This is an optimization exercise on Yosys and OpenROAD, whose aim is small area, a short achievable clock period and few clock cycles per item, not a production implementation.
Where RTL was checked, it was by simulation tests only, not by an equivalence proof against the original.
No functional check of the RTL was part of runs 5 to 8.
Power figures rest on the tool's default switching activity, not on a simulated workload.

### flow/flow/run.sh
#!/bin/bash
set -euo pipefail
MARGIN=6.7
CTS="-sink_clustering_enable -repair_clock_nets -dont_use_dummy_load"
PORTS="-buffer_cell sky130_fd_sc_hd__buf_2"
bash standard.sh SETUP_SLACK_MARGIN=$MARGIN "CTS_ARGS=$CTS" "BUFFER_PORTS_ARGS=$PORTS" finish > standard_finish.log 2>&1
### flow/config.mk
export PLATFORM = sky130hd
export DESIGN_NAME = gsc_compressor
export DESIGN_NICKNAME = gsc_compressor
export VERILOG_FILES = /design/flow/design.v
export SDC_FILE = /design/flow/constraint.sdc
export NUM_CORES = 8
export LEC_CHECK = 0
export CAP_MARGIN = 30
export CORE_MARGIN = 2
export CORE_UTILIZATION = 50
export PLACE_DENSITY = 0.65
export SLEW_MARGIN = 30
export SYNTH_HIERARCHICAL = 1
### flow/design.v
module gsc_preds (
    input  wire [63:0] w,
    output wire [6:0]  p
);
    wire [7:0] rz, ro;    
    wire [7:0] cz, co;    
    genvar j;
    generate
        for (j = 0; j < 8; j = j + 1) begin : g_rc
            wire [7:0] col = {w[56+j], w[48+j], w[40+j], w[32+j],
                              w[24+j], w[16+j], w[8+j],  w[j]};
            assign rz[j] = ~|w[8*j +: 8];
            assign ro[j] =  &w[8*j +: 8];
            assign cz[j] = ~|col;
            assign co[j] =  &col;
        end
    endgenerate
    function automatic one8(input [7:0] v);
        reg [3:0] a2, m2;
        reg [1:0] a4, m4;
        integer k;
        begin
            for (k = 0; k < 4; k = k + 1) begin
                a2[k] = v[2*k] | v[2*k+1];
                m2[k] = v[2*k] & v[2*k+1];
            end
            for (k = 0; k < 2; k = k + 1) begin
                a4[k] = a2[2*k] | a2[2*k+1];
                m4[k] = m2[2*k] | m2[2*k+1] | (a2[2*k] & a2[2*k+1]);
            end
            one8 = (a4[0] ^ a4[1]) & ~m4[0] & ~m4[1];
        end
    endfunction
    wire rep = &(cz | co);
    assign p[0] = rep & rz[0];
    assign p[1] = rep & ro[0];
    assign p[2] = rep;
    assign p[3] = one8(~rz) & one8(~cz);
    assign p[4] = (&rz[7:1] & ~w[7])  | (&ro[7:1] & w[7]);
    assign p[5] = (&rz[7:2] & ~w[15]) | (&ro[7:2] & w[15]);
    assign p[6] = (&rz[7:4] & ~w[31]) | (&ro[7:4] & w[31]);
endmodule
module gsc_classify (
    input  wire [63:0] w,
    input  wire [63:0] h0,
    input  wire [63:0] h1,
    input  wire [63:0] h2,
    input  wire [63:0] h3,
    output wire [55:0] pm
);
    wire [63:0] d [0:14];
    wire [63:0] p12, p13, p23;
    assign d[0] = w;
    gsc_xor64 u_x1  (.a(w),    .b(h0),  .y(d[1]));
    gsc_xor64 u_x2  (.a(w),    .b(h1),  .y(d[2]));
    gsc_xor64 u_x3  (.a(w),    .b(h2),  .y(d[3]));
    gsc_xor64 u_x4  (.a(w),    .b(h3),  .y(d[4]));
    gsc_xor64 u_p12 (.a(h1),   .b(h2),  .y(p12));
    gsc_xor64 u_p13 (.a(h1),   .b(h3),  .y(p13));
    gsc_xor64 u_p23 (.a(h2),   .b(h3),  .y(p23));
    gsc_xor64 u_x5  (.a(d[1]), .b(h1),  .y(d[5]));     
    gsc_xor64 u_x6  (.a(d[1]), .b(h2),  .y(d[6]));     
    gsc_xor64 u_x7  (.a(d[1]), .b(h3),  .y(d[7]));     
    gsc_xor64 u_x8  (.a(d[2]), .b(h2),  .y(d[8]));     
    gsc_xor64 u_x9  (.a(d[2]), .b(h3),  .y(d[9]));     
    gsc_xor64 u_x10 (.a(d[3]), .b(h3),  .y(d[10]));    
    gsc_xor64 u_x11 (.a(d[1]), .b(p12), .y(d[11]));    
    gsc_xor64 u_x12 (.a(d[1]), .b(p13), .y(d[12]));    
    gsc_xor64 u_x13 (.a(d[1]), .b(p23), .y(d[13]));    
    gsc_xor64 u_x14 (.a(d[2]), .b(p23), .y(d[14]));    
    wire [6:0] p [0:14];
    genvar g;
    generate
        for (g = 0; g < 15; g = g + 1) begin : g_pred
            gsc_preds u_preds (.w(d[g]), .p(p[g]));
        end
    endgenerate
    assign pm[ 6: 0] = p[0];
    assign pm[13: 7] = p[1]  | p[2];
    assign pm[20:14] = p[3]  | p[4];
    assign pm[27:21] = p[5]  | p[6];
    assign pm[34:28] = p[7]  | p[8];
    assign pm[41:35] = p[9]  | p[10];
    assign pm[48:42] = p[11] | p[12];
    assign pm[55:49] = p[13] | p[14];
endmodule
module gsc_xor64 (
    input  wire [63:0] a,
    input  wire [63:0] b,
    output wire [63:0] y
);
    assign y = a ^ b;
endmodule
module gsc_rdmux (
    input  wire [3:0]  pick,
    input  wire        set,
    input  wire [63:0] e0,
    input  wire [63:0] e1,
    input  wire [63:0] e2,
    input  wire [63:0] e3,
    output wire [63:0] y
);
    assign y = ({64{pick[0]}} & e0) | ({64{pick[1]}} & e1) |
               ({64{pick[2]}} & e2) | ({64{pick[3]}} & e3) | {64{set}};
endmodule
module gsc_select (
    input  wire [55:0] pm,
    output reg  [4:0]  id,
    output reg  [6:0]  cost
);
    wire [6:0] lv0 = pm[6:0];
    wire [6:0] lv1 = pm[13:7]  | pm[20:14];
    wire [6:0] lv2 = pm[27:21] | pm[34:28] | pm[41:35];
    wire [6:0] lv3 = pm[48:42] | pm[55:49];
    wire [27:0] match;
    genvar g;
    generate
        for (g = 0; g < 7; g = g + 1) begin : g_match
            assign match[4*g + 0] = lv0[g];
            assign match[4*g + 1] = lv1[g];
            assign match[4*g + 2] = lv2[g];
            assign match[4*g + 3] = lv3[g];
        end
    endgenerate
    localparam [139:0] CAT_IDS = {
        5'd27, 5'd26, 5'd25, 5'd24, 5'd23, 5'd22, 5'd21, 5'd20,
        5'd19, 5'd11, 5'd18, 5'd15, 5'd10, 5'd17, 5'd14, 5'd9,
        5'd13, 5'd16, 5'd8,  5'd7,  5'd12, 5'd3,  5'd6,  5'd2,
        5'd5,  5'd1,  5'd4,  5'd0 };
    localparam [48:0] DATA_SIZE = {
        7'd35, 7'd19, 7'd11, 7'd9, 7'd11, 7'd3, 7'd2 };
    integer c;
    reg [4:0] pid;
    always @(*) begin
        id   = 5'd31;
        cost = 7'd65;
        for (c = 27; c >= 0; c = c - 1) begin
            pid = CAT_IDS[5*c +: 5];
            if (match[pid]) begin
                id   = pid;
                cost = DATA_SIZE[7*pid[4:2] +: 7] + {4'd0, pid[1:0], 1'b0};
            end
        end
    end
endmodule
module gsc_compressor (
    input  wire        clk,
    input  wire        rst,         
    input  wire        in_valid,
    output wire        in_ready,
    input  wire [1:0]  in_sid,
    input  wire [63:0] in_word,
    output reg         out_valid,
    output reg  [4:0]  out_id,      
    output reg  [6:0]  out_cost,
    output reg         out_last,    
    output reg  [10:0] out_total    
);
    assign in_ready = 1'b1;
    reg [63:0] win [0:15];          
    reg [1:0]  ptr [0:3];           
    reg [3:0]  full;                
    reg        v1;
    reg [63:0] w1;
    reg [3:0]  sel1;                
    always @(posedge clk) begin
        v1   <= in_valid && !rst;
        w1   <= in_word;
        sel1 <= 4'b0001 << in_sid;
    end
    wire [3:0] vld [0:3];
    wire [15:0] we;                 
    genvar gs, gk;
    generate
        for (gs = 0; gs < 4; gs = gs + 1) begin : g_st
            assign vld[gs] = {4{full[gs]}} |
                             {1'b0, &ptr[gs], ptr[gs][1], |ptr[gs]};
            for (gk = 0; gk < 4; gk = gk + 1) begin : g_we
                assign we[4*gs + gk] = v1 && sel1[gs] && ptr[gs] == gk;
            end
            always @(posedge clk) begin
                if (rst) begin
                    ptr[gs]  <= 2'd0;
                    full[gs] <= 1'b0;
                end else if (v1 && sel1[gs]) begin
                    ptr[gs] <= ptr[gs] + 2'd1;
                    if (&ptr[gs])
                        full[gs] <= 1'b1;
                end
            end
        end
        for (gs = 0; gs < 16; gs = gs + 1) begin : g_w
            always @(posedge clk)
                if (we[gs])
                    win[gs] <= w1;
        end
    endgenerate
    wire [63:0] h [0:3];
    generate
        for (gk = 0; gk < 4; gk = gk + 1) begin : g_rd
            wire [3:0] pick = sel1 & {vld[3][gk], vld[2][gk], vld[1][gk], vld[0][gk]};
            gsc_rdmux u_rd (
                .pick(pick), .set(gk == 0 ? ~|pick : 1'b0),
                .e0(win[gk]), .e1(win[4 + gk]), .e2(win[8 + gk]), .e3(win[12 + gk]),
                .y(h[gk])
            );
        end
    endgenerate
    reg        v2;
    reg [63:0] w2;
    reg [63:0] h2 [0:3];
    always @(posedge clk) begin
        v2    <= v1 && !rst;
        w2    <= w1;
        h2[0] <= h[0];
        h2[1] <= h[1];
        h2[2] <= h[2];
        h2[3] <= h[3];
    end
    wire [55:0] pm2;
    gsc_classify u_classify (
        .w(w2), .h0(h2[0]), .h1(h2[1]), .h2(h2[2]), .h3(h2[3]), .pm(pm2)
    );
    reg        v3;
    reg [55:0] pm3;
    always @(posedge clk) begin
        v3  <= v2 && !rst;
        pm3 <= pm2;
    end
    wire [4:0] sel_id;
    wire [6:0] sel_cost;
    gsc_select u_select (.pm(pm3), .id(sel_id), .cost(sel_cost));
    reg  [3:0]  word_cnt;
    wire [10:0] sum = (word_cnt == 4'd0 ? 11'd0 : out_total) + {4'd0, sel_cost};
    always @(posedge clk) begin
        if (rst) begin
            out_valid <= 1'b0;
            word_cnt  <= 4'd0;
        end else begin
            out_valid <= v3;
            if (v3)
                word_cnt <= word_cnt + 4'd1;
        end
    end
    always @(posedge clk) begin
        out_id   <= sel_id;
        out_cost <= sel_cost;
        out_last <= (word_cnt == 4'd15);
        if (v3)
            out_total <= sum;
    end
endmodule
### flow/constraint.sdc
create_clock -name core_clock -period 10.0 [get_ports {clk}]
set_input_delay 2.0000 -clock core_clock [delete_from_list [all_inputs] [get_ports {clk}]]
set_output_delay 2.0000 -clock core_clock [all_outputs]
set_load 0.01 [all_outputs]
### flow/standard.sh
#!/bin/bash
# synth_recipe.tcl (not shown) runs the flow's synth.tcl, then flattens the netlist and writes it again
# the make line also repeats each setting of config.mk as NAME=value (left out here)
make -C /OpenROAD-flow-scripts/flow DESIGN_CONFIG=/design/flow/config.mk WORK_HOME=/design/flow/orfs CLKGATE_MAP_FILE= SYNTH_SCRIPT=/design/flow/synth_recipe.tcl "${@:-finish}"
==> results of run 1 <==
==> worst paths after layout <==
path         cells past startpoint         to       start
min reg2reg                      2  h2[2][54]  win[2][54]
max reg2reg                      9    pm3[39]   h2[2][41]
max                              9    pm3[39]   h2[2][41]
min                              2  h2[2][54]  win[2][54]
==> area by class of cell <==
cell class	instances	area [um^2]	area share (%)
sequential	1512	40800	51.50
multi-input combinational	3961	29440	37.16
clock buffer	149	3729	4.706
timing repair buffer	411	2909	3.672
tap	1794	2245	2.833
inverter	24	95.09	0.1200
antenna	5	12.51	0.01579
==> logic make-up (layout without fill, tap and decap cells) <==
kind of cell	Yosys count	in the layout
adder cells (fa/ha/maj)	26	26
multiplexers	31	31
AND/OR/NAND/NOR	1990	1990
AO/OA/AOI/OAI	792	792
XOR/XNOR	1118	1118
other	2	9
flip-flops	1512	1512
buffers and inverters	190	584
==> stage by stage <==
step	hold slack, ns	utilization (%)	std cells	power [W]	worst slack (ns)
finish	0.4304	57.70	7856	0.01436	6.586
global route	0.4365	57.69	7852	0.01454	6.588
CTS	0.4172	56.68	7832	0.01406	6.628
detailed placement	0.4409	53.19	7650	0.009300	6.026
global placement	0.4292	53.12	7650	0.009310	5.746
floorplan	0.4138	-	5663	0.008115	7.216
==> layer usage <==
layer | routed length, um | track usage [%] | part of all wire, % | up-vias
li1 | - | - | - | 22589
met1 | 122100 | 61.31 | 34 | 28711
met2 | 148500 | 71.82 | 42 | 5697
met3 | 51550 | 17.19 | 15 | 1291
met4 | 32410 | 35.20 | 9.1 | 14
met5 | 126 | 0 | 0.036 | -
==> state kept, by name, indices dropped and copies added (netlist names) <==
register   cells
v2             1
h2           256
sel1           4
ptr            8
win         1024
out_last       1
out_valid      1
w2            64
out_total     11
full           4
pm3           56
word_cnt       4
out_id         5
w1            64
out_cost       7
v1             1
v3             1
==> per-module statistics from Yosys (local to each module, per instance) <==
| module | cells | cell area, um^2 | flops+latches | times used |
|---|---|---|---|---|
| gsc_compressor | 1699 | 41870 | 1512 | 1 |
| gsc_rdmux | 227 | 1464 | 0 | 4 |
| gsc_select | 117 | 737.0 | 0 | 1 |
| gsc_preds | 120 | 721.9 | 0 | 15 |
| gsc_xor64 | 64 | 560.5 | 0 | 17 |
| gsc_classify | 49 | 306.5 | 0 | 1 |
==> worst max-delay path: stages (launching register included) <==
cell     delay [ns]
dfxtp_1        0.31
buf_4          0.23
xor2_1         0.46
xor2_1         0.18
nor4_1         0.59
nand4_1        0.30
nor2_1         0.26
nand2_1        0.12
o31ai_1        0.61
or2_1          0.19
==> what timing repair did <==
action / in CTS / in global routing
resized for setup: 162 / 216
endpoints found under the setup margin: 51 / 48
pin swaps: 22 / 23
cloned: 0 / 0
hold buffers: 0 / 0
buffers inserted: 33 / 19
==> cells in the final DEF (no fill, tap or decap), types with 125 or more instances in the layout <==
cell and instances:
a222oi_1 271, nand2_1 514, buf_4 307, dfxtp_1 386
a21oi_1 275, or4_1 172, nor4_1 268, xor2_1 950
nand4_1 395, nor2_1 239, edfxtp_1 1035, xor2_2 125
clkbuf_16 149
==> where the power goes <==
group | internal (W) | total, W | switching, W
Combinational | 0.000591 | 0.00247 | 0.00188
Sequential | 0.00679 | 0.00707 | 0.000280
Clock | 0.00260 | 0.00482 | 0.00222
Total | 0.00999 | 0.0144 | 0.00437
==> metrics.cfg, run 1 <==
[outcome]
status = finished clean

[clocking]
cts.path.max_buffers = 3
root_buffer = clkbuf_16
insertion_delay_ns = 0.82
ctsHtreeMaxLevel = 4
clk_pin_slew_ns = 0.06
cts_tree = built
cts.sinks = 1512
cts_buffers = 149

[global_route]
grtUsageTotal_pct = 49.40
grt_max_degree = 65
grt_pass1_wl_um = 471800
grt_overflow = 0
antenna_found_initial = 21
grt_pass1_vias = 55317

[sta]
finalMaxSlewViolations = 0
period_needed_ns = 3.414
setup_tns_ns = 0
skew_ns = 0.1310
period_share_pct = 34.14
setup_viol = 0
fmax_mhz = 292.9
slew_headroom_pct = 28.25
rsz0062_at_grt = yes
tightestPinTransition_ns = 1.067
finalHoldViolCount = 0

[placement]
gp_congestion = 1.168
hpwl_um = 261000
numPortBuffers = 93
placed_cell_area_um2 = 73050

[critical_path]
crit_type = flip-flop to flip-flop
worst-path-max-fanout = 5
critPathCaptureType = flip-flop
worst-r2r-setup-slack_ns = 6.59
cp.arrival_ns = 4.09
crit_path_start_kind = flip-flop
critPathRequiredTime_ns = 10.67

[synthesis]
yosys_most_used_dff = edfxtp_1
synth_most_common_cell = xor2_1
synth.top_cells.by_count = xor2_1 (1,093), edfxtp_1 (1,035), nand2_1 (515), dfxtp_1 (477), nand4_1 (395)
synth_adder_area_share_pct = 0.4815
syn_area_um2 = 69130
synth_compound_area_share_pct = 8.330
avgSynthCellArea_um2 = 12.21
synth-xor-area-share_pct = 14.17
synth-seq-cells = 1512
seq_area_frac_synth_pct = 58.78
synth_top_area_share_pct = 44.96
synth-edff-count = 1035
yosys.area_share.simple_pct = 15.88
synth_mux_area_share_pct = 0.4760
async_reset_ff_share_pct = 0
synth_top_area_cell = edfxtp_1
yosys_warnings = 16
netlist_instances = 5661
ys_top_cells_by_area = edfxtp_1 (45%), xor2_1 (14%), dfxtp_1 (14%), a222oi_1 (3.9%), nand4_1 (3.6%)
synth_cell_types = 67
synth_top_family_by_area = simple AND/OR/NAND/NOR gates

[detailed_routing]
num_vias = 58302
detail_route.first_pass.iterations = 10
drc = 0
viasPerCell = 7.421
wire_per_inst_um = 45.15
drt_iter0_markers = 11807
drtAntennaViolNets = 0
wl_um = 354700

[layout]
area_delta_synth_final_pct = 14.62
drive_above_1_share_pct = 17.15
fin_area_um2 = 79230
fill_cells = 10693
layout.nets = 6154

[pwr]
ir_worst_vdd_v = 0.0002253
powerDensity_nw_per_um2 = 181.3
power.leakage_nw = 25.99

[floorplanning]
start_util_pct = 50.34
placeableCoreArea_um2 = 137300
dieArea_um2 = 141200
die_h_um = 375.8
die_w_um = 375.8
rows = 136
ioPinCount = 95

[job]
maxCapViolations = 0

[worst_hold_path]
hold_class = flip-flop to flip-flop

Testbench counts, summed over its fixed seeds: cycles 32,800, items 32,768.
==> run 2, diff against run 1 <==
==> flow/flow/run.sh (replaced) <==
#!/bin/bash
set -euo pipefail
MARGIN=7.0
CTS="-sink_clustering_enable -repair_clock_nets -dont_use_dummy_load -sink_clustering_size 20 -sink_clustering_max_diameter 100"
PORTS="-buffer_cell sky130_fd_sc_hd__buf_2"
bash standard.sh SETUP_SLACK_MARGIN=$MARGIN "CTS_ARGS=$CTS" "BUFFER_PORTS_ARGS=$PORTS" finish > standard_finish.log 2>&1
==> metrics.cfg, run 2 <==
[sta]
slew_headroom_pct = 21.27
finalMaxSlewViolations = 0
skew_ns = 0.1013
setup_viol = 0
finalHoldViolCount = 0
period_share_pct = 32.69
tightestPinTransition_ns = 1.181
period_needed_ns = 3.269
setup_tns_ns = 0
fmax_mhz = 305.9
rsz0062_at_grt = yes

[pwr]
ir_worst_vdd_v = 0.0002699
switchingPower_w = 0.004318
comb_power_share_pct = 20.7
power.leakage_nw = 26.75
p_total_w = 0.01347
sw_frac_of_total_pct = 32.06
p_clk_share_pct = 26.8
p_int_w = 0.009149
sequentialPowerShare_pct = 52.5
powerDensity_nw_per_um2 = 162.6

[layout]
layout_common_cells = edfxtp_1 (1,035), xor2_1 (741), nand2_1 (508)
fin_area_um2 = 82820
drive_above_1_share_pct = 24.91
reg_top3 = win: 1024 flops, h2: 256 flops
final_cells = 7932
regMostFlops = win
fill_cells = 10432
largest_register_ffs = 1024
area_delta_synth_final_pct = 19.81
layout_commonest_cell = edfxtp_1
layout.nets = 6231

[global_route]
grt_max_degree = 65
antenna_found_initial = 10
grtUsageTotal_pct = 48.99
grt_pass1_vias = 54997
grt_pass1_wl_um = 468000
grt_overflow = 0

[floorplanning]
dieArea_um2 = 141200
rows = 136
placeableCoreArea_um2 = 137300
start_util_pct = 50.34
die_h_um = 375.8
die_w_um = 375.8
ioPinCount = 95

[critical_path]
worst-r2r-setup-slack_ns = 6.74
critPathCaptureType = primary output
worst_path_largest_cell_delay_ns = 0.42
reg2regPathDepth = 9
timing.rr.start = h2[3][37]
cp_top_family = flip-flops
worst-path-max-fanout = 1
critPathRequiredTime_ns = 8.00
crit_path_start_kind = flip-flop
critical_path.slowest_cell = dfxtp_4
cp.arrival_ns = 1.27
reg2reg_to = pm3[53]
crit_chain = buf_6
path_buf_inv = 1
crit_type = flip-flop to primary output

[synthesis]
synth_top_area_share_pct = 44.96
seq_area_frac_synth_pct = 58.78
avgSynthCellArea_um2 = 12.21
synth-edff-count = 1035
syn_area_um2 = 69130
yosys_most_used_dff = edfxtp_1
synth-seq-cells = 1512
synth_most_common_cell = xor2_1
synth.top_cells.by_count = xor2_1 (1,093), edfxtp_1 (1,035), nand2_1 (515), dfxtp_1 (477), nand4_1 (395)
yosys_warnings = 16
ys_top_cells_by_area = edfxtp_1 (45%), xor2_1 (14%), dfxtp_1 (14%), a222oi_1 (3.9%), nand4_1 (3.6%)
synth_cell_types = 67
netlist_instances = 5661
async_reset_ff_share_pct = 0
synth_top_area_cell = edfxtp_1

[clocking]
root_buffer = clkbuf_16
clk_pin_slew_ns = 0.08
cts.sinks = 1512
insertion_delay_ns = 0.77
cts.path.max_buffers = 3
cts_buffers = 91
cts_tree = built
ctsHtreeMaxLevel = 3

[placement]
hpwl_um = 261000
placed_cell_area_um2 = 73050
numPortBuffers = 93
gp_congestion = 1.168
post-place-cells = 7650

[detailed_routing]
wire_per_inst_um = 44.87
viasPerCell = 7.417
drc = 0
drt_iter0_markers = 12257
num_vias = 58833
drtAntennaViolNets = 0
detail_route.first_pass.iterations = 10
wl_um = 355900

[worst_hold_path]
hold_path_depth = 1
min_to = v3
worstHoldStart = v2
hold_class = flip-flop to flip-flop

[job]
maxCapViolations = 0

[outcome]
status = finished clean

## run 2: layer usage
metal	GRT usage, %	wire (um)	up-vias	share of wire [%]
met5	0	51	-	0.014
met3	17.56	54390	1291	15
li1	-	-	22561	-
met2	71.14	148900	5948	42
met4	34.28	32720	8	9.2
met1	60.83	119900	29025	34
## run 2: timing repair
action / 4_1_cts / 5_1_grt
setup buffers: 66 / 119
pin swaps: 52 / 83
gates resized for setup: 465 / 571
endpoints found under the setup margin: 86 / 186
hold buffers: 0 / 0
gates cloned: 0 / 2
## run 2: how the worst max path moves through the flow
stage / start / to / slack (ns) / cells after the start
after floorplan: pm3[51] / out_total[8] / 7.22 / 11
after global placement: w2[19] / pm3[52] / 5.75 / 9
after detailed placement: w2[11] / pm3[52] / 6.03 / 9
after CTS: out_total[0] / out_total[0] / 6.72 / 1
after global routing: out_total[1] / out_total[1] / 6.71 / 1
final: out_valid / out_valid / 6.73 / 1
## run 2: area by class of cell
| class | count | area (um^2) | share of cell area (%) |
|---|---|---|---|
| diodes | 4 | 10.01 | 0.01209 |
| clock buffers | 91 | 2277 | 2.750 |
| inverters | 24 | 95.09 | 0.1148 |
| multi-input cells | 3961 | 32780 | 39.58 |
| flip-flops and latches | 1512 | 40990 | 49.49 |
| well taps | 1794 | 2245 | 2.710 |
| repair buffers | 546 | 4423 | 5.341 |
## run 2: cell families after synthesis
group	Yosys count	synth area share [%]
DFF	1512	58.78
adders and majority gates	26	0.4815
other	2	0.01086
buffers and inverters	190	1.882
AOI/OAI and AO/OA	792	8.330
muxes	31	0.4760
and+or+nand+nor	1990	15.88
xor gates and xnor gates	1118	14.17
## run 2: per-module statistics from Yosys (local to each module, per instance)
| module | flip-flops and latches | cell area, um^2 | cells | times used |
|---|---|---|---|---|
| gsc_compressor | 1512 | 41870 | 1699 | 1 |
| gsc_select | 0 | 737.0 | 117 | 1 |
| gsc_xor64 | 0 | 560.5 | 64 | 17 |
| gsc_rdmux | 0 | 1464 | 227 | 4 |
| gsc_preds | 0 | 721.9 | 120 | 15 |
| gsc_classify | 0 | 306.5 | 49 | 1 |
## run 2: per-stage QoR
stage               hold WS, ns  worst slack [ns]  utilization, %
floorplan                0.4138             7.216               -
global placement         0.4292             5.746           53.12
detailed placement       0.4409             6.026           53.19
CTS                      0.4400             6.720           56.99
global route             0.4603             6.709           60.30
finish                   0.4404             6.731           60.31
## run 2: power groups by stage
stage / Combinational, W / Clock, W / Sequential, W
after floorplan: 0.00105 / 0 / 0.00707
after global placement: 0.00215 / 0 / 0.00716
after detailed placement: 0.00213 / 0 / 0.00717
after CTS: 0.00230 / 0.00358 / 0.00704
after global routing: 0.00277 / 0.00377 / 0.00707
final: 0.00279 / 0.00361 / 0.00707
==> run 3, diff against run 2 <==
--- a/flow/flow/run.sh
+++ b/flow/flow/run.sh
@@ -2,3 +2,3 @@
 set -euo pipefail
-MARGIN=7.0
+MARGIN=6.7
 CTS="-sink_clustering_enable -repair_clock_nets -dont_use_dummy_load -sink_clustering_size 20 -sink_clustering_max_diameter 100"
--- a/flow/config.mk
+++ b/flow/config.mk
@@ -9,4 +9,4 @@
 export CORE_MARGIN = 2
-export CORE_UTILIZATION = 50
-export PLACE_DENSITY = 0.65
+export CORE_UTILIZATION = 55
+export PLACE_DENSITY = 0.68
 export SLEW_MARGIN = 30
==> metrics.cfg, run 3 <==
[global_route]
antenna_found_initial = 21
grt_pass1_wl_um = 469100
grtUsageMet2_pct = 75.82
use_met1_pct = 64.89
gr-usage-met3_pct = 25.19
grt_overflow = 0
grt_pass1_vias = 55813
grt_max_degree = 65
grtUsageTotal_pct = 54.14
busiest_layer = met2

[layout]
layout.nets = 6041
largest_register_ffs = 1024
layout_common_cells = edfxtp_1 (1,035), xor2_1 (972), nand2_1 (513)
reg_top3 = win: 1024 flops, h2: 256 flops
multiInputGateArea_um2 = 29480
ff_latch_area_um2 = 40830
fill_cells = 9229
area_delta_synth_final_pct = 11.80
fin_area_um2 = 77280
regMostFlops = win
layout_commonest_cell = edfxtp_1
drive_above_1_share_pct = 16.00

[outcome]
status = finished clean

[sta]
whs_ns = 0.4516
setup_tns_ns = 0
period_needed_ns = 3.531
rsz0062_at_grt = yes
skew_ns = 0.1057
finalMaxSlewViolations = 0
tightestPinTransition_ns = 1.174
fmax_mhz = 283.2
setup_viol = 0
finalHoldViolCount = 0
period_share_pct = 35.31
setup_slack_ns = 6.469
slew_headroom_pct = 21.46

[detailed_routing]
wire_per_inst_um = 46.96
drt_iter0_markers = 14233
detail_route.first_pass.iterations = 10
viasPerCell = 7.925
num_vias = 60243
drc = 0
wl_um = 357000
drtAntennaViolNets = 0

[placement]
gp_congestion = 1.171
placed_cell_area_um2 = 72470
hpwl_um = 250900
numPortBuffers = 93
pre_cts_ws_ns = 6.064

[clocking]
cts.path.max_buffers = 3
cts.sinks = 1512
ctsHtreeMaxLevel = 3
cts_buffers = 89
insertion_delay_ns = 0.79
clk_pin_slew_ns = 0.09
cts_tree = built
root_buffer = clkbuf_16

[floorplanning]
placeableCoreArea_um2 = 125200
die_h_um = 358.5
dieArea_um2 = 128500
ioPinCount = 95
rows = 130
start_util_pct = 55.19
die_w_um = 358.5

[synthesis]
yosys_warnings = 16
synth_top_area_cell = edfxtp_1
synth_cell_types = 67
synth.top_cells.by_count = xor2_1 (1,093), edfxtp_1 (1,035), nand2_1 (515), dfxtp_1 (477), nand4_1 (395)
async_reset_ff_share_pct = 0
ys_top_cells_by_area = edfxtp_1 (45%), xor2_1 (14%), dfxtp_1 (14%), a222oi_1 (3.9%), nand4_1 (3.6%)
synth_top_area_share_pct = 44.96
seq_area_frac_synth_pct = 58.78
synth_most_common_cell = xor2_1
synth-edff-count = 1035
yosys_most_used_dff = edfxtp_1
synth-seq-cells = 1512
avgSynthCellArea_um2 = 12.21
syn_area_um2 = 69130
netlist_instances = 5661

[critical_path]
crit_path_start_kind = flip-flop
cp.arrival_ns = 4.20
crit_type = flip-flop to flip-flop
worst-path-max-fanout = 7
critPathCaptureType = flip-flop
critPathRequiredTime_ns = 10.67

[pwr]
ir_worst_vdd_v = 0.0002131
power.leakage_nw = 25.01
powerDensity_nw_per_um2 = 169.7

[job]
maxCapViolations = 0

[worst_hold_path]
hold_class = flip-flop to flip-flop

run 3: power breakdown:
part | internal, W | switching (W)
clock | 0.00158 | 0.00203
combinational | 0.000575 | 0.00179
sequential | 0.00678 | 0.000358
run 3: kinds of logic (layout without fill, tap and decap cells):
group / Yosys count / after routing / synth area share [%]
adders and majority gates: 26 / 26 / 0.4815
buffers and inverters: 190 / 471 / 1.882
AOI/OAI and AO/OA: 792 / 792 / 8.330
and+or+nand+nor: 1990 / 1990 / 15.88
DFF: 1512 / 1512 / 58.78
xor gates and xnor gates: 1118 / 1118 / 14.17
other: 2 / 12 / 0.01086
muxes: 31 / 31 / 0.4760
run 3: per-stage QoR:
step                      cells  util, %  total power, W
after floorplan            5663        -        0.008115
after global placement     7446    57.76        0.009185
after detailed placement   7447    57.86        0.009193
after CTS                  7555    60.52         0.01268
after global routing       7594    61.69         0.01322
final                      7602    61.70         0.01312
run 3: path summary, 6_finish.rpt:
path / start / to / slack [ns] / depth (start not counted)
worst min register to register: win[1][6] / h2[1][6] / 0.45 / 2
worst max register to register: w2[34] / pm3[52] / 6.47 / 9
worst max-delay path: w2[34] / pm3[52] / 6.47 / 9
worst min-delay path: win[1][6] / h2[1][6] / 0.45 / 2
run 3: final cells by class:
cell class,instances,share of cell area (%)
diodes,8,0.02591
clock buffers,89,2.882
inverters,24,0.1230
multi-input cells,3961,38.15
flip-flops and latches,1512,52.84
well taps,1650,2.671
repair buffers,358,3.311
run 3: routing by layer:
metal | part of all wire [%] | routed length [um] | vias to the layer above
met5 | 0.19 | 668 | -
met4 | 9.7 | 34750 | 23
met3 | 17 | 61100 | 1803
met2 | 41 | 144700 | 7026
met1 | 32 | 115700 | 28986
li1 | - | - | 22405
run 3: worst max-delay path, stage by stage, from the launching register on:
cell and delay [ns]:
dfxtp_1 0.64, xor2_2 0.59, xor2_1 0.28, nor4_1 0.49
nand4_1 0.32, nor2_1 0.27, nand2_1 0.12, mux2_2 0.27
nor2_1 0.29, or2_1 0.17
run 3: Yosys stat by module (local to each module, per instance):
module	flip-flops and latches	cell area, um^2
gsc_select	0	737.0
gsc_compressor	1512	41870
gsc_xor64	0	560.5
gsc_rdmux	0	1464
gsc_preds	0	721.9
gsc_classify	0	306.5
run 3: what timing repair did:
action	4_1_cts	5_1_grt
endpoints found under the hold margin	0	0
setup endpoints to repair	48	46
resized for setup	194	198
hold buffers	0	0
setup buffers	19	37
pin swaps	12	27
==> run 4, diff against run 3 <==
--- a/flow/config.mk
+++ b/flow/config.mk
@@ -9,4 +9,4 @@
 export CORE_MARGIN = 2
-export CORE_UTILIZATION = 55
-export PLACE_DENSITY = 0.68
+export CORE_UTILIZATION = 50
+export PLACE_DENSITY = 0.65
 export SLEW_MARGIN = 30
==> metrics.cfg, run 4 <==
[critical_path]
reg2reg_to = pm3[46]
worst-r2r-setup-slack_ns = 6.58
critPathLaunch = h2[2][52]
critPathCaptureType = flip-flop
critical_path.slowest_cell = dfxtp_1
worst-path-max-fanout = 5
cp.arrival_ns = 4.08
critPathRequiredTime_ns = 10.66
worst_path_largest_cell_delay_ns = 0.59
reg2regPathDepth = 8
critPathMostFrequentCell = xor2_1
crit_type = flip-flop to flip-flop
crit_path_start_kind = flip-flop
crit_chain = xor2_1, xor2_1, nor4_2, nand4_1, nor2_1, nand2_1, o31ai_1, or2_1
timing.rr.start = h2[2][52]

[synthesis]
synth_most_common_cell = xor2_1
synth_cell_types = 67
seq_area_frac_synth_pct = 58.78
avgSynthCellArea_um2 = 12.21
syn_area_um2 = 69130
yosys_warnings = 16
synth_top_area_share_pct = 44.96
netlist_instances = 5661
async_reset_ff_share_pct = 0
synth.top_cells.by_count = xor2_1 (1,093), edfxtp_1 (1,035), nand2_1 (515), dfxtp_1 (477), nand4_1 (395)
synth_top_area_cell = edfxtp_1
ys_top_cells_by_area = edfxtp_1 (45%), xor2_1 (14%), dfxtp_1 (14%), a222oi_1 (3.9%), nand4_1 (3.6%)
synth-seq-cells = 1512
synth-edff-count = 1035
yosys_most_used_dff = edfxtp_1

[placement]
post-place-cells = 7650
numPortBuffers = 93
gp_congestion = 1.168
hpwl_um = 261000

[layout]
fill_cells = 10901
final_core_util_pct = 56.67
reg_top3 = win: 1024 flops, h2: 256 flops
regMostFlops = win
layout_common_cells = edfxtp_1 (1,035), xor2_1 (956), nand2_1 (514)
largest_register_ffs = 1024
area_delta_synth_final_pct = 12.57
multiInputGateArea_um2 = 29350
layout_commonest_cell = edfxtp_1
layout.nets = 6105
drive_above_1_share_pct = 16.49
final_cells = 7808
ff_latch_area_um2 = 40820

[sta]
finalMaxSlewViolations = 0
finalHoldViolCount = 0
setup_tns_ns = 0
fmax_mhz = 292.5
rsz0062_at_grt = yes
skew_ns = 0.1004
period_needed_ns = 3.419
slew_headroom_pct = 26.31
tightestPinTransition_ns = 1.102
period_share_pct = 34.19
setup_viol = 0

[floorplanning]
rows = 136
ioPinCount = 95
die_w_um = 375.8
placeableCoreArea_um2 = 137300
dieArea_um2 = 141200
start_util_pct = 50.34
die_h_um = 375.8

[clocking]
ctsHtreeMaxLevel = 3
insertion_delay_ns = 0.77
root_buffer = clkbuf_16
holdBufCountCts = 0
cts.path.max_buffers = 3
cts_buffers = 91
clk_pin_slew_ns = 0.09
cts_tree = built
cts.sinks = 1512

[outcome]
status = finished clean

[detailed_routing]
drc = 0
drt_iter0_markers = 12151
detail_route.first_pass.iterations = 12
drtAntennaViolNets = 0
num_vias = 58106
viasPerCell = 7.442
wire_per_inst_um = 44.94
wl_um = 350900

[worst_hold_path]
min_to = v3
hold_class = flip-flop to flip-flop
worstHoldStart = v2
hold_path_depth = 1

[pwr]
ir_worst_vdd_v = 0.0002691
power.leakage_nw = 25.31
powerDensity_nw_per_um2 = 168.5
p_total_w = 0.01312

[job]
maxCapViolations = 0

[global_route]
grt_pass1_wl_um = 465400
grtUsageTotal_pct = 48.73
grt_overflow = 0
grt_max_degree = 65
antenna_found_initial = 20
grt_pass1_vias = 54559

[run 4: final cells by class]
cell class / count / share of cell area [%]
Antenna cell: 6 / 0.01929
Inverter: 24 / 0.1222
Sequential cell: 1512 / 52.46
Tap cell: 1794 / 2.885
Timing Repair Buffer: 420 / 3.873
Multi-Input combinational cell: 3961 / 37.72
Clock buffer: 91 / 2.926
[run 4: timing repair]
| action | in CTS | in global routing |
|---|---|---|
| pin swaps | 25 | 22 |
| buffers inserted | 33 | 28 |
| gates resized for setup | 176 | 213 |
| hold endpoints to repair | 0 | 0 |
| setup endpoints to repair | 48 | 44 |
[run 4: cells by family (layout without fill, tap and decap cells)]
logic type	Yosys count	after routing	share of synthesized area [%]
compound gates	792	792	8.330
xor+xnor	1118	1118	14.17
fa+ha+maj	26	26	0.4815
buf+inv	190	535	1.882
flops	1512	1512	58.78
mux	31	31	0.4760
other cells	2	10	0.01086
simple gates	1990	1990	15.88
[run 4: how the worst max path moves through the flow]
stage,cells after the start,to
floorplan,11,out_total[8]
global placement,9,pm3[52]
detailed placement,9,pm3[52]
CTS,10,pm3[52]
global route,9,pm3[31]
finish,8,pm3[46]
[run 4: per-module statistics from Yosys, one instance, submodules excluded]
module	times used	area (um^2)
gsc_preds	15	721.9
gsc_classify	1	306.5
gsc_compressor	1	41870
gsc_xor64	17	560.5
gsc_rdmux	4	1464
gsc_select	1	737.0
[run 4: through the flow]
step	area [um^2]	hold slack [ns]	setup slack (ns)
after detailed placement	73050	0.4409	6.026
after global routing	77800	0.4563	6.563
after global placement	72950	0.4292	5.746
after CTS	76500	0.4400	6.628
final	77820	0.4348	6.581
after floorplan	69130	0.4138	7.216
[run 4: routing by layer]
layer,global-route usage [%],up-vias,share of wire (%)
li1,-,22489,-
met1,61.21,28726,35
met2,70.54,5680,42
met3,16.41,1191,14
met4,34.49,20,9.0
met5,0,-,0.043
[run 4: report_power, final]
part | leakage (nW) | internal (W) | total, W | switching [W]
clock | 1.12 | 0.00161 | 0.00359 | 0.00198
combinational | 10.9 | 0.000596 | 0.00247 | 0.00187
sequential | 13.3 | 0.00678 | 0.00706 | 0.000278
total | 25.3 | 0.00899 | 0.0131 | 0.00413
[run 4: worst max-delay path, delay by kind of cell (launching register included)]
kind,cells,cell delay [ns]
and+or+nand+nor,5,1.52
DFF,1,0.59
AOI/OAI and AO/OA,1,0.37
xor gates and xnor gates,2,0.86
==> run 5, diff against run 4 <==
--- a/flow/design.v
+++ b/flow/design.v
@@ -51,10 +51,9 @@
     wire [63:0] d [0:14];
-    wire [63:0] p12, p13, p23;
+    wire [63:0] p01, p23;
     assign d[0] = w;
-    gsc_xor64 u_x1  (.a(w),    .b(h0),  .y(d[1]));
-    gsc_xor64 u_x2  (.a(w),    .b(h1),  .y(d[2]));
-    gsc_xor64 u_x3  (.a(w),    .b(h2),  .y(d[3]));
-    gsc_xor64 u_x4  (.a(w),    .b(h3),  .y(d[4]));
-    gsc_xor64 u_p12 (.a(h1),   .b(h2),  .y(p12));
-    gsc_xor64 u_p13 (.a(h1),   .b(h3),  .y(p13));
+    gsc_xor64 u_x1  (.a(w),    .b(h0),  .y(d[1]));     
+    gsc_xor64 u_x2  (.a(w),    .b(h1),  .y(d[2]));     
+    gsc_xor64 u_x3  (.a(w),    .b(h2),  .y(d[3]));     
+    gsc_xor64 u_x4  (.a(w),    .b(h3),  .y(d[4]));     
+    gsc_xor64 u_p01 (.a(h0),   .b(h1),  .y(p01));
     gsc_xor64 u_p23 (.a(h2),   .b(h3),  .y(p23));
@@ -62,8 +61,8 @@
     gsc_xor64 u_x6  (.a(d[1]), .b(h2),  .y(d[6]));     
-    gsc_xor64 u_x7  (.a(d[1]), .b(h3),  .y(d[7]));     
-    gsc_xor64 u_x8  (.a(d[2]), .b(h2),  .y(d[8]));     
+    gsc_xor64 u_x7  (.a(d[4]), .b(h0),  .y(d[7]));     
+    gsc_xor64 u_x8  (.a(d[3]), .b(h1),  .y(d[8]));     
     gsc_xor64 u_x9  (.a(d[2]), .b(h3),  .y(d[9]));     
     gsc_xor64 u_x10 (.a(d[3]), .b(h3),  .y(d[10]));    
-    gsc_xor64 u_x11 (.a(d[1]), .b(p12), .y(d[11]));    
-    gsc_xor64 u_x12 (.a(d[1]), .b(p13), .y(d[12]));    
+    gsc_xor64 u_x11 (.a(d[3]), .b(p01), .y(d[11]));    
+    gsc_xor64 u_x12 (.a(d[4]), .b(p01), .y(d[12]));    
     gsc_xor64 u_x13 (.a(d[1]), .b(p23), .y(d[13]));    
==> metrics.cfg, run 5 <==
[outcome]
status = finished clean

[critical_path]
cp.arrival_ns = 4.21
crit_path_start_kind = flip-flop
critPathCaptureType = flip-flop
crit_chain = xor2_2, nand4_1, nor4_1, nand3_1, or4_1, o31ai_1, or2_1
critical_path.slowest_cell = nor4_1
path_buf_inv = 0
reg2reg_to = pm3[18]
timing.rr.start = h2[3][37]
cp_top_family = simple AND/OR/NAND/NOR gates
reg2regPathDepth = 7
critPathRequiredTime_ns = 10.66
worst-path-max-fanout = 5
worst-r2r-setup-slack_ns = 6.45
worst_path_largest_cell_delay_ns = 0.70
crit_type = flip-flop to flip-flop

[worst_hold_path]
hold_path_depth = 2
min_to = h2[0][52]
hold_class = flip-flop to flip-flop
worstHoldStart = win[0][52]

[clocking]
holdBufCountCts = 0
clk_pin_slew_ns = 0.09
cts.path.max_buffers = 3
ctsHtreeMaxLevel = 3
root_buffer = clkbuf_16
cts.sinks = 1512
cts_tree = built
insertion_delay_ns = 0.79
cts_buffers = 94

[sta]
skew_ns = 0.1113
slew_headroom_pct = 21.69
rsz0062_at_grt = yes
period_share_pct = 35.50
setup_viol = 0
whs_ns = 0.4125
finalMaxSlewViolations = 0
period_needed_ns = 3.550
fmax_mhz = 281.7
finalHoldViolCount = 0
tightestPinTransition_ns = 1.165
setup_tns_ns = 0

[floorplanning]
dieArea_um2 = 140100
rows = 135
ioPinCount = 95
die_h_um = 374.3
start_util_pct = 50.49
placeableCoreArea_um2 = 135800
die_w_um = 374.3

[global_route]
grt_pass1_wl_um = 442400
grt_max_degree = 65
grt_pass1_vias = 51393
grt_overflow = 0
grtUsageTotal_pct = 46.60
antenna_found_initial = 21

[pwr]
power.leakage_nw = 24.41
ir_worst_vdd_v = 0.0001933
p_total_w = 0.01316
powerDensity_nw_per_um2 = 168.0

[synthesis]
synth_top_area_cell = edfxtp_1
synth-edff-count = 1035
netlist_instances = 5597
synth_top_area_share_pct = 45.33
seq_area_frac_synth_pct = 59.26
synth.top_cells.by_count = edfxtp_1 (1,035), xor2_1 (1,029), nand2_1 (515), dfxtp_1 (477), nand4_1 (395)
syn_area_um2 = 68560
ys_top_cells_by_area = edfxtp_1 (45%), dfxtp_1 (14%), xor2_1 (13%), a222oi_1 (4.0%), nand4_1 (3.6%)
synth-seq-cells = 1512
yosys_most_used_dff = edfxtp_1
synth_most_common_cell = edfxtp_1
async_reset_ff_share_pct = 0
avgSynthCellArea_um2 = 12.25
synth_cell_types = 67
yosys_warnings = 16

[layout]
fill_cells = 10934
layout_common_cells = edfxtp_1 (1,035), xor2_1 (709), nand2_1 (514)
largest_register_ffs = 1024
final_core_util_pct = 57.70
drive_above_1_share_pct = 18.07
reg_top3 = win: 1024 flops, h2: 256 flops
layout_commonest_cell = edfxtp_1
regMostFlops = win
area_delta_synth_final_pct = 14.29
layout.nets = 5873

[detailed_routing]
drc = 0
drtAntennaViolNets = 0
viasPerCell = 7.494
wl_um = 335700
wire_per_inst_um = 44.34
detail_route.first_pass.iterations = 11
num_vias = 56737
drt_iter0_markers = 11803

[job]
maxCapViolations = 0

[placement]
numPortBuffers = 93
hpwl_um = 256800
gp_congestion = 1.316

run 5: area by class of cell:
type / instances / area (um^2) / area share (%)
Sequential cell: 1512 / 40860 / 52.14
Clock buffer: 94 / 2352 / 3.002
Inverter: 24 / 95.09 / 0.1213
Timing Repair Buffer: 248 / 1647 / 2.101
Multi-Input combinational cell: 3898 / 31150 / 39.75
Tap cell: 1781 / 2228 / 2.844
Antenna cell: 14 / 35.03 / 0.04471
run 5: cells by family (layout without fill, tap and decap cells):
group	Yosys count	count (layout)	share of synthesized area, %
simple gates	1990	1990	16.01
flops	1512	1512	59.26
xor+xnor	1054	1054	13.46
compound gates	792	793	8.398
buf+inv	190	366	1.898
mux	31	31	0.4799
fa+ha+maj	26	26	0.4854
other cells	2	18	0.01095
run 5: worst max path at each step:
stage	from	end	slack, ns	cells past startpoint
after floorplan	pm3[51]	out_total[8]	7.22	11
after global placement	w2[8]	pm3[42]	5.66	8
after detailed placement	w2[8]	pm3[42]	5.69	8
after CTS	w2[62]	pm3[25]	6.57	8
after global routing	h2[3][37]	pm3[18]	6.59	7
final	h2[3][37]	pm3[18]	6.45	7
run 5: worst register-to-register path: stages (launching register included):
cell     delay, ns
dfxtp_1       0.58
xor2_2        0.43
nand4_1       0.58
nor4_1        0.70
nand3_1       0.26
or4_1         0.45
o31ai_1       0.20
or2_1         0.24
run 5: through the flow:
step / instance area [um^2] / setup slack, ns / std cells
global route: 78340 / 6.592 / 7560
detailed placement: 71380 / 5.689 / 7427
finish: 78360 / 6.450 / 7571
floorplan: 68570 / 7.216 / 5599
global placement: 71180 / 5.664 / 7426
CTS: 75510 / 6.568 / 7530
run 5: per-module statistics from Yosys, one instance, submodules excluded:
module	area (um^2)	copies in the design
gsc_preds	721.9	15
gsc_classify	306.5	1
gsc_select	737.0	1
gsc_compressor	41870	1
gsc_rdmux	1464	4
gsc_xor64	560.5	16
run 5: power breakdown:
part | total (W) | switching [W] | internal (W)
Clock | 0.00361 | 0.00195 | 0.00166
Sequential | 0.00722 | 0.000432 | 0.00679
Combinational | 0.00234 | 0.00179 | 0.000554
Total | 0.0132 | 0.00417 | 0.00900
run 5: repair_timing:
action / CTS / global route
pin swaps: 6 / 25
gates cloned: 1 / 0
resized for setup: 261 / 409
buffers inserted: 8 / 27
endpoints found under the setup margin: 88 / 60
run 5: layer usage:
layer | up-vias | wire length [um] | track usage, %
met3 | 1208 | 55480 | 20.61
met4 | 34 | 26190 | 27.04
met5 | - | 1122 | 2.504
met2 | 5344 | 131200 | 62.63
met1 | 28264 | 121700 | 61.74
li1 | 21887 | - | -
==> run 6, diff against run 5 <==
--- a/flow/flow/run.sh
+++ b/flow/flow/run.sh
@@ -2,3 +2,3 @@
 set -euo pipefail
-MARGIN=6.7
+MARGIN=7.0
 CTS="-sink_clustering_enable -repair_clock_nets -dont_use_dummy_load -sink_clustering_size 20 -sink_clustering_max_diameter 100"
--- a/flow/config.mk
+++ b/flow/config.mk
@@ -13 +13,2 @@
 export SYNTH_HIERARCHICAL = 1
+export TNS_END_PERCENT = 25
==> metrics.cfg, run 6 <==
[outcome]
status = finished clean

[detailed_routing]
drc = 0
drt_iter0_markers = 12149
viasPerCell = 7.425
wire_per_inst_um = 43.93
wl_um = 338200
num_vias = 57168
detail_route.first_pass.iterations = 22
drtAntennaViolNets = 0

[worst_hold_path]
hold_class = flip-flop to flip-flop
worstHoldStart = win[0][52]
hold_path_depth = 2

[synthesis]
synth-seq-cells = 1512
yosys_warnings = 16
async_reset_ff_share_pct = 0
synth_top_area_cell = edfxtp_1
synth_cell_types = 67
yosys_most_used_dff = edfxtp_1
netlist_instances = 5597
syn_area_um2 = 68560
seq_area_frac_synth_pct = 59.26
synth-edff-count = 1035
synth.top_cells.by_count = edfxtp_1 (1,035), xor2_1 (1,029), nand2_1 (515), dfxtp_1 (477), nand4_1 (395)
synth_top_area_share_pct = 45.33
ys_top_cells_by_area = edfxtp_1 (45%), dfxtp_1 (14%), xor2_1 (13%), a222oi_1 (4.0%), nand4_1 (3.6%)
synth_most_common_cell = edfxtp_1
avgSynthCellArea_um2 = 12.25

[sta]
setup_tns_ns = 0
setup_viol = 0
slew_headroom_pct = 25.04
finalMaxSlewViolations = 0
period_share_pct = 33.73
rsz0062_at_grt = yes
skew_ns = 0.1072
finalHoldViolCount = 0
period_needed_ns = 3.373
tightestPinTransition_ns = 1.115
fmax_mhz = 296.5

[global_route]
antenna_found_initial = 13
grt_overflow = 0
grt_pass1_vias = 51867
grt_pass1_wl_um = 445300
grtUsageTotal_pct = 46.94
grt_max_degree = 65

[critical_path]
critPathMostFrequentCell = nor2_1
worst-path-max-fanout = 5
critPathCaptureType = flip-flop
timing.rr.start = h2[3][44]
cp.arrival_ns = 4.03
crit_path_start_kind = flip-flop
critical_path.slowest_cell = nor4_2
crit_chain = xor2_2, nor4_2, nand4_1, nor2_1, nand2_1, mux2_2, nor2_1, or2_1
crit_type = flip-flop to flip-flop
reg2regPathDepth = 8
critPathLaunch = h2[3][44]
worst_path_largest_cell_delay_ns = 0.72
critPathRequiredTime_ns = 10.66

[placement]
numPortBuffers = 93
hpwl_um = 256800
gp_congestion = 1.316
placed_cell_area_um2 = 71380

[pwr]
p_int_w = 0.009120
powerDensity_nw_per_um2 = 161.8
p_total_w = 0.01340
sequentialPowerShare_pct = 54.0
p_clk_share_pct = 26.9
comb_power_share_pct = 19.1
switchingPower_w = 0.004281
power.leakage_nw = 25.70
sw_frac_of_total_pct = 31.94
ir_worst_vdd_v = 0.0001937

[layout]
final_core_util_pct = 60.97
layout_common_cells = edfxtp_1 (1,035), xor2_1 (588), nand2_1 (512)
area_delta_synth_final_pct = 20.76
drive_above_1_share_pct = 25.63
layout_commonest_cell = edfxtp_1
layout.nets = 6009
reg_top3 = win: 1024 flops, h2: 256 flops
largest_register_ffs = 1024
fin_area_um2 = 82800
regMostFlops = win

[clocking]
clk_pin_slew_ns = 0.09
cts.path.max_buffers = 3
root_buffer = clkbuf_16
insertion_delay_ns = 0.78
ctsHtreeMaxLevel = 3
cts_buffers = 94
cts.sinks = 1512
cts_tree = built

[floorplanning]
placeableCoreArea_um2 = 135800
dieArea_um2 = 140100
die_h_um = 374.3
die_w_um = 374.3
start_util_pct = 50.49
ioPinCount = 95
rows = 135

[job]
maxCapViolations = 0

-- run 6: cell counts after synthesis --
No cell type changed its count.
-- run 6: path summary, 6_finish.rpt --
check	to	slack, ns
worst max-delay path	pm3[17]	6.63
worst min-delay path	h2[0][52]	0.41
worst max register to register	pm3[17]	6.63
worst min register to register	h2[0][52]	0.41
-- run 6: metal layers --
metal  vias to the layer above  GRT usage, %  share of wire, %
li1                      22126             -                 -
met1                     28412         61.68                36
met2                      5357         62.85                39
met3                      1241         21.36                17
met4                        32         27.77               8.1
met5                         -         4.254              0.42
-- run 6: modules after synthesis (local to each module, per instance) --
module / flops+latches / copies in the design
gsc_classify: 0 / 1
gsc_compressor: 1512 / 1
gsc_preds: 0 / 15
gsc_rdmux: 0 / 4
gsc_select: 0 / 1
gsc_xor64: 0 / 16
-- run 6: through the flow --
step	worst slack [ns]	std cells	hold WS [ns]
floorplan	7.216	5599	0.4138
global placement	5.664	7426	0.4298
detailed placement	5.689	7427	0.4417
CTS	6.662	7565	0.4066
global route	6.663	7698	0.4363
finish	6.627	7699	0.4100
-- run 6: kinds of logic after synthesis --
| kind of cell | Yosys count | synth area share (%) |
|---|---|---|
| AOI/OAI and AO/OA | 792 | 8.398 |
| xor gates and xnor gates | 1054 | 13.46 |
| adders and majority gates | 26 | 0.4854 |
| buffers and inverters | 190 | 1.898 |
| DFF | 1512 | 59.26 |
| muxes | 31 | 0.4799 |
| other | 2 | 0.01095 |
| and+or+nand+nor | 1990 | 16.01 |
-- run 6: final cells by class --
cell class,instances,area [um^2]
antenna,6,15.01
clock buffer,94,2352
fill,10473,53010
inverter,24,95.09
multi-input combinational,3898,33930
sequential,1512,41310
tap,1781,2228
timing repair buffer,384,2867
-- run 6: power by group through the flow --
| stage | Combinational [W] | Sequential, W | Clock, W |
|---|---|---|---|
| 6_report | 0.00255 | 0.00724 | 0.00361 |
| 5_1_grt | 0.00250 | 0.00723 | 0.00383 |
| 4_1_cts | 0.00213 | 0.00719 | 0.00364 |
| 3_5_place_dp | 0.00194 | 0.00725 | 0 |
| 3_3_place_gp | 0.00195 | 0.00724 | 0 |
| 2_1_floorplan | 0.00104 | 0.00706 | 0 |
-- run 6: what timing repair did --
item / 4_1_cts / 5_1_grt
setup endpoints to repair: 142 / 167
hold buffers: 0 / 0
pin swaps: 32 / 70
gates resized for setup: 734 / 526
setup buffers: 43 / 128
gates cloned: 1 / 0
-- run 6: critical path, delay by kind of cell, from the launching register on --
| kind | cells | cell delay (ns) |
|---|---|---|
| XOR/XNOR | 1 | 0.26 |
| flip-flops | 1 | 0.56 |
| multiplexers | 1 | 0.30 |
| AND/OR/NAND/NOR | 6 | 2.21 |
==> run 7, diff against run 6 <==
--- a/flow/flow/run.sh
+++ b/flow/flow/run.sh
@@ -2,3 +2,3 @@
 set -euo pipefail
-MARGIN=7.0
+MARGIN=6.7
 CTS="-sink_clustering_enable -repair_clock_nets -dont_use_dummy_load -sink_clustering_size 20 -sink_clustering_max_diameter 100"
--- a/flow/config.mk
+++ b/flow/config.mk
@@ -7,3 +7,3 @@
 export LEC_CHECK = 0
-export CAP_MARGIN = 30
+export CAP_MARGIN = 20
 export CORE_MARGIN = 2
@@ -11,4 +11,3 @@
 export PLACE_DENSITY = 0.65
-export SLEW_MARGIN = 30
+export SLEW_MARGIN = 20
 export SYNTH_HIERARCHICAL = 1
-export TNS_END_PERCENT = 25
==> metrics.cfg, run 7 <==
[synthesis]
yosys_warnings = 16
async_reset_ff_share_pct = 0
netlist_instances = 5597
synth-seq-cells = 1512
synth_most_common_cell = edfxtp_1
synth_top_area_cell = edfxtp_1
ys_top_cells_by_area = edfxtp_1 (45%), dfxtp_1 (14%), xor2_1 (13%), a222oi_1 (4.0%), nand4_1 (3.6%)
synth_cell_types = 67
synth_top_area_share_pct = 45.33
synth-edff-count = 1035
synth.top_cells.by_count = edfxtp_1 (1,035), xor2_1 (1,029), nand2_1 (515), dfxtp_1 (477), nand4_1 (395)
seq_area_frac_synth_pct = 59.26
syn_area_um2 = 68560
yosys_most_used_dff = edfxtp_1
avgSynthCellArea_um2 = 12.25

[sta]
setup_tns_ns = 0
period_share_pct = 35.10
rsz0062_at_grt = yes
setup_viol = 0
finalHoldViolCount = 0
period_needed_ns = 3.510
slew_headroom_pct = 21.26
fmax_mhz = 284.9
skew_ns = 0.09984
finalMaxSlewViolations = 0
tightestPinTransition_ns = 1.174

[detailed_routing]
wire_per_inst_um = 44.46
viasPerCell = 7.504
drtAntennaViolNets = 0
wl_um = 336600
drc = 0
drt_iter0_markers = 11853
num_vias = 56804
detail_route.first_pass.iterations = 17

[critical_path]
critPathCaptureType = flip-flop
worst-path-max-fanout = 5
path_buf_inv = 0
worst_path_largest_cell_delay_ns = 0.63
critical_path.slowest_cell = nor4_4
crit_chain = xor2_2, xor2_1, nor4_4, nand4_1, nor2_1, nand2_1, mux2_2, nor2_1, or2_1
cp.arrival_ns = 4.15
cp_top_family = simple AND/OR/NAND/NOR gates
critPathMostFrequentCell = nor2_1
crit_type = flip-flop to flip-flop
critPathRequiredTime_ns = 10.64
crit_path_start_kind = flip-flop

[pwr]
powerDensity_nw_per_um2 = 168.1
power.leakage_nw = 24.45
ir_worst_vdd_v = 0.0001964

[placement]
hpwl_um = 256900
placed_cell_area_um2 = 71230
numPortBuffers = 93
gp_congestion = 1.316

[clocking]
insertion_delay_ns = 0.78
clk_pin_slew_ns = 0.09
root_buffer = clkbuf_16
cts_buffers = 93
cts.path.max_buffers = 3
ctsHtreeMaxLevel = 3
cts.sinks = 1512
holdBufCountCts = 0
cts_tree = built

[floorplanning]
placeableCoreArea_um2 = 135800
die_h_um = 374.3
dieArea_um2 = 140100
rows = 135
die_w_um = 374.3
start_util_pct = 50.49
ioPinCount = 95

[layout]
fin_area_um2 = 78320
regMostFlops = win
layout_common_cells = edfxtp_1 (1,035), xor2_1 (720), nand2_1 (515)
drive_above_1_share_pct = 18.06
layout.nets = 5878
largest_register_ffs = 1024
layout_commonest_cell = edfxtp_1
reg_top3 = win: 1024 flops, h2: 256 flops
area_delta_synth_final_pct = 14.22

[global_route]
grt_pass1_vias = 51986
grt_pass1_wl_um = 445200
grt_overflow = 0
grtUsageTotal_pct = 46.94
antenna_found_initial = 21
grt_max_degree = 65

[outcome]
status = finished clean

[worst_hold_path]
hold_class = flip-flop to flip-flop

[job]
maxCapViolations = 0

-- run 7: final timing paths --
kind	from	end	slack, ns	depth (start not counted)
max	h2[3][53]	pm3[31]	6.49	9
min	win[2][35]	h2[2][35]	0.39	2
max reg2reg	h2[3][53]	pm3[31]	6.49	9
min reg2reg	win[2][35]	h2[2][35]	0.39	2
-- run 7: cell type report --
| type | count | area [um^2] |
|---|---|---|
| fillers | 10929 | 57490 |
| flip-flops and latches | 1512 | 40870 |
| multi-input cells | 3898 | 31070 |
| clock buffers | 93 | 2327 |
| well taps | 1781 | 2228 |
| repair buffers | 254 | 1713 |
| inverters | 24 | 95.09 |
| diodes | 8 | 20.02 |
-- run 7: worst min-delay path, cell delays in order (launching register included) --
cell      delay (ns)
edfxtp_1        0.33
a21oi_1         0.06
nand2_1         0.06
-- run 7: kinds of logic after synthesis --
kind of cell / count (synthesis) / synth area share, %
and+or+nand+nor: 1990 / 16.01
DFF: 1512 / 59.26
xor gates and xnor gates: 1054 / 13.46
AOI/OAI and AO/OA: 792 / 8.398
buffers and inverters: 190 / 1.898
muxes: 31 / 0.4799
adders and majority gates: 26 / 0.4854
other: 2 / 0.01095
-- run 7: stage by stage --
| stage | setup WS, ns | cells | power [W] | hold slack, ns | util [%] |
|---|---|---|---|---|---|
| 2_1_floorplan | 7.216 | 5599 | 0.008097 | 0.4138 | - |
| 3_3_place_gp | 5.664 | 7426 | 0.009195 | 0.4298 | 52.42 |
| 3_5_place_dp | 5.749 | 7427 | 0.009185 | 0.4406 | 52.45 |
| 4_1_cts | 6.636 | 7541 | 0.01281 | 0.3906 | 56.20 |
| 5_1_grt | 6.598 | 7564 | 0.01332 | 0.4127 | 57.66 |
| 6_report | 6.490 | 7570 | 0.01316 | 0.3916 | 57.67 |
-- run 7: Yosys stat by module (local to each module, per instance) --
module,flops+latches,cells inside,times used,cell area [um^2]
gsc_select,0,117,1,737.0
gsc_classify,0,49,1,306.5
gsc_xor64,0,64,16,560.5
gsc_preds,0,120,15,721.9
gsc_rdmux,0,227,4,1464
gsc_compressor,1512,1699,1,41870
-- run 7: routing by layer --
| metal | share of wire, % | routed length (um) | track usage (%) |
|---|---|---|---|
| met1 | 36 | 121700 | 61.90 |
| met2 | 39 | 132600 | 63.32 |
| met3 | 17 | 55800 | 21.19 |
| met4 | 7.5 | 25310 | 26.45 |
| met5 | 0.37 | 1235 | 3.877 |
-- run 7: power by group --
| part | switching, W | internal, W | total (W) |
|---|---|---|---|
| logic | 0.00179 | 0.000557 | 0.00235 |
| registers | 0.000427 | 0.00679 | 0.00721 |
| clock network | 0.00196 | 0.00164 | 0.00360 |
-- run 7: what timing repair did --
item                       in CTS  in global routing
pin swaps                      14                 24
cloned                          1                  0
setup buffers                  20                 20
setup endpoints to repair      84                 51
resized for setup             399                289
==> run 8, diff against run 7 <==
--- a/flow/config.mk
+++ b/flow/config.mk
@@ -7,7 +7,7 @@
 export LEC_CHECK = 0
-export CAP_MARGIN = 20
+export CAP_MARGIN = 30
 export CORE_MARGIN = 2
-export CORE_UTILIZATION = 50
-export PLACE_DENSITY = 0.65
-export SLEW_MARGIN = 20
+export CORE_UTILIZATION = 45
+export PLACE_DENSITY = 0.6
+export SLEW_MARGIN = 30
 export SYNTH_HIERARCHICAL = 1
==> metrics.cfg, run 8 <==
[floorplanning]
ioPinCount = 95
die_h_um = 394.3
die_w_um = 394.3
rows = 143
start_util_pct = 45.24
dieArea_um2 = 155500
placeableCoreArea_um2 = 151500

[pwr]
ir_worst_vdd_v = 0.0001789
powerDensity_nw_per_um2 = 168.3
power.leakage_nw = 24.57

[global_route]
antenna_found_initial = 15
grt_max_degree = 65
grt_overflow = 0
grt_pass1_vias = 51324
grt_pass1_wl_um = 462100
grtUsageTotal_pct = 44.15

[critical_path]
worst-path-max-fanout = 6
cp_top_family = simple AND/OR/NAND/NOR gates
timing.rr.start = h2[1][22]
critPathLaunch = h2[1][22]
crit_type = flip-flop to flip-flop
reg2reg_to = pm3[49]
worst-r2r-setup-slack_ns = 6.48
critPathCaptureType = flip-flop
cp.arrival_ns = 4.16
path_buf_inv = 0
crit_path_start_kind = flip-flop
cp-endpoint = pm3[49]
cp.depth = 8
worst_path_largest_cell_delay_ns = 0.62
reg2regPathDepth = 8
critical_path.slowest_cell = dfxtp_2
crit_chain = xor2_2, xor2_1, or4_4, nor2_4, o21ai_1, nor4_2, and3_1, or2_1
critPathRequiredTime_ns = 10.65

[worst_hold_path]
hold_path_depth = 2
hold_class = flip-flop to flip-flop

[sta]
rsz0062_at_grt = yes
fmax_mhz = 284.4
tightestPinTransition_ns = 1.177
finalHoldViolCount = 0
skew_ns = 0.1097
setup_tns_ns = 0
slew_headroom_pct = 21.27
setup_viol = 0
finalMaxSlewViolations = 0
period_share_pct = 35.16
period_needed_ns = 3.516

[detailed_routing]
detail_route.first_pass.iterations = 10
drt_iter0_markers = 10743
wire_per_inst_um = 45.02
num_vias = 55259
drc = 0
wl_um = 352600
viasPerCell = 7.056
drtAntennaViolNets = 0

[clocking]
cts.sinks = 1512
clk_pin_slew_ns = 0.08
cts.path.max_buffers = 3
holdBufCountCts = 0
ctsHtreeMaxLevel = 3
insertion_delay_ns = 0.78
root_buffer = clkbuf_16
cts_tree = built
cts_buffers = 94

[layout]
final_core_util_pct = 52.09
area_delta_synth_final_pct = 15.13
reg_top3 = win: 1024 flops, h2: 256 flops
largest_register_ffs = 1024
layout.nets = 5891
drive_above_1_share_pct = 18.71
layout_commonest_cell = edfxtp_1
layout_common_cells = edfxtp_1 (1,035), xor2_1 (712), nand2_1 (514)
regMostFlops = win

[synthesis]
netlist_instances = 5597
yosys_warnings = 16
synth_cell_types = 67
avgSynthCellArea_um2 = 12.25
seq_area_frac_synth_pct = 59.26
synth-seq-cells = 1512
yosys_most_used_dff = edfxtp_1
synth-edff-count = 1035
ys_top_cells_by_area = edfxtp_1 (45%), dfxtp_1 (14%), xor2_1 (13%), a222oi_1 (4.0%), nand4_1 (3.6%)
syn_area_um2 = 68560
synth_top_area_cell = edfxtp_1
synth.top_cells.by_count = edfxtp_1 (1,035), xor2_1 (1,029), nand2_1 (515), dfxtp_1 (477), nand4_1 (395)
synth_most_common_cell = edfxtp_1
synth_top_area_share_pct = 45.33
async_reset_ff_share_pct = 0

[placement]
gp_congestion = 1.247
hpwl_um = 274400
numPortBuffers = 93

[outcome]
status = finished clean

[job]
maxCapViolations = 0

[run 8: cell counts after synthesis]
No cell type changed its count.
[run 8: final cells by class]
cell class / count / area [um^2]
diodes: 7 / 17.52
clock buffers: 94 / 2352
fillers: 13044 / 72610
inverters: 24 / 95.09
multi-input cells: 3897 / 31240
flip-flops and latches: 1512 / 40870
well taps: 2030 / 2540
repair buffers: 267 / 1827
[run 8: worst min path at each step]
stage,from,endpoint,slack (ns)
floorplan,v2,v3,0.41
global placement,v2,v3,0.43
detailed placement,win[2][40],h2[2][40],0.44
CTS,win[9][50],h2[1][50],0.42
global route,win[0][26],h2[0][26],0.46
finish,win[9][50],h2[1][50],0.43
[run 8: metal layers]
metal	GRT usage [%]	routed length, um	up-vias
met5	0.5542	452	-
li1	-	-	21887
met2	61.09	142200	4536
met3	16.48	51740	821
met4	24.06	23920	16
met1	59.64	134300	27999
[run 8: cell families after synthesis]
group | count (synthesis) | synth area share, %
compound gates | 792 | 8.398
xor+xnor | 1054 | 13.46
fa+ha+maj | 26 | 0.4854
buf+inv | 190 | 1.898
flops | 1512 | 59.26
mux | 31 | 0.4799
other cells | 2 | 0.01095
simple gates | 1990 | 16.01
[run 8: where the power goes]
group | leakage (nW) | internal, W | switching, W
Combinational | 10.1 | 0.000573 | 0.00186
Sequential | 13.3 | 0.00679 | 0.000420
Clock | 1.16 | 0.00166 | 0.00199
Total | 24.6 | 0.00902 | 0.00427
[run 8: stage by stage]
stage	setup WS [ns]	power (W)	std cells	hold slack (ns)	area [um^2]
6_report	6.484	0.01329	7831	0.4306	78940
5_1_grt	6.553	0.01347	7824	0.4598	78920
4_1_cts	6.497	0.01299	7807	0.4186	77030
3_5_place_dp	5.576	0.009301	7677	0.4402	71990
3_3_place_gp	5.353	0.009308	7675	0.4288	71590
2_1_floorplan	7.216	0.008097	5599	0.4138	68570
[run 8: modules after synthesis (local to each module, per instance)]
| module | times used | cells | area, um^2 |
|---|---|---|---|
| gsc_compressor | 1 | 1699 | 41870 |
| gsc_select | 1 | 117 | 737.0 |
| gsc_preds | 15 | 120 | 721.9 |
| gsc_rdmux | 4 | 227 | 1464 |
| gsc_classify | 1 | 49 | 306.5 |
| gsc_xor64 | 16 | 64 | 560.5 |
[run 8: worst min-delay path: cells and delay by family, from the launching register on]
kind | cells | cell delay (ns)
flip-flops | 1 | 0.33
AO/OA/AOI/OAI | 1 | 0.09
AND/OR/NAND/NOR | 1 | 0.06
[run 8: timing repair]
| action | in CTS | in global routing |
|---|---|---|
| pin swaps | 21 | 17 |
| setup buffers | 36 | 17 |
| gates resized for setup | 374 | 280 |
| endpoints found under the setup margin | 61 | 53 |
| endpoints found under the hold margin | 0 | 0 |

-- what the ideal ports hide --
The flow's constraints put no driver on any port. The routed layouts listed below were extracted and timed again, unchanged, in two steps. Step 1 assumes that a clkbuf_16 drives the clock port and a buf_2 every other input. Step 2 also shifts input and output timing later by t, the mid clock arrival at the registers, as if the neighbouring blocks saw the same clock. a / b / c = ideal / step 1 / step 2; a / b = the first two.
| run | shift t [ns] | setup slack, ns | worst setup path at the end | latest minus earliest clock arrival (ns) | pins driven straight from the clock port |
|---|---|---|---|---|---|
| run 1 | 0.842 | 6.586 / 6.586 / 6.586 | register to register | 0.135 / 0.134 | 1 |
| run 2 | 0.810 | 6.731 / 6.644 / 6.738 | register to register | 0.108 / 0.107 | 1 |
| run 3 | 0.828 | 6.469 / 6.469 / 6.469 | register to register | 0.106 / 0.106 | 1 |
| run 4 | 0.815 | 6.581 / 6.581 / 6.581 | register to register | 0.103 / 0.103 | 1 |
| run 5 | 0.796 | 6.450 / 6.450 / 6.450 | register to register | 0.138 / 0.138 | 1 |
| run 6 | 0.794 | 6.627 / 6.625 / 6.627 | register to register | 0.136 / 0.135 | 1 |
| run 7 | 0.804 | 6.490 / 6.490 / 6.490 | register to register | 0.120 / 0.120 | 1 |
| run 8 | 0.805 | 6.484 / 6.484 / 6.484 | register to register | 0.120 / 0.121 | 1 |
After both steps setup and hold are still met in every run listed.
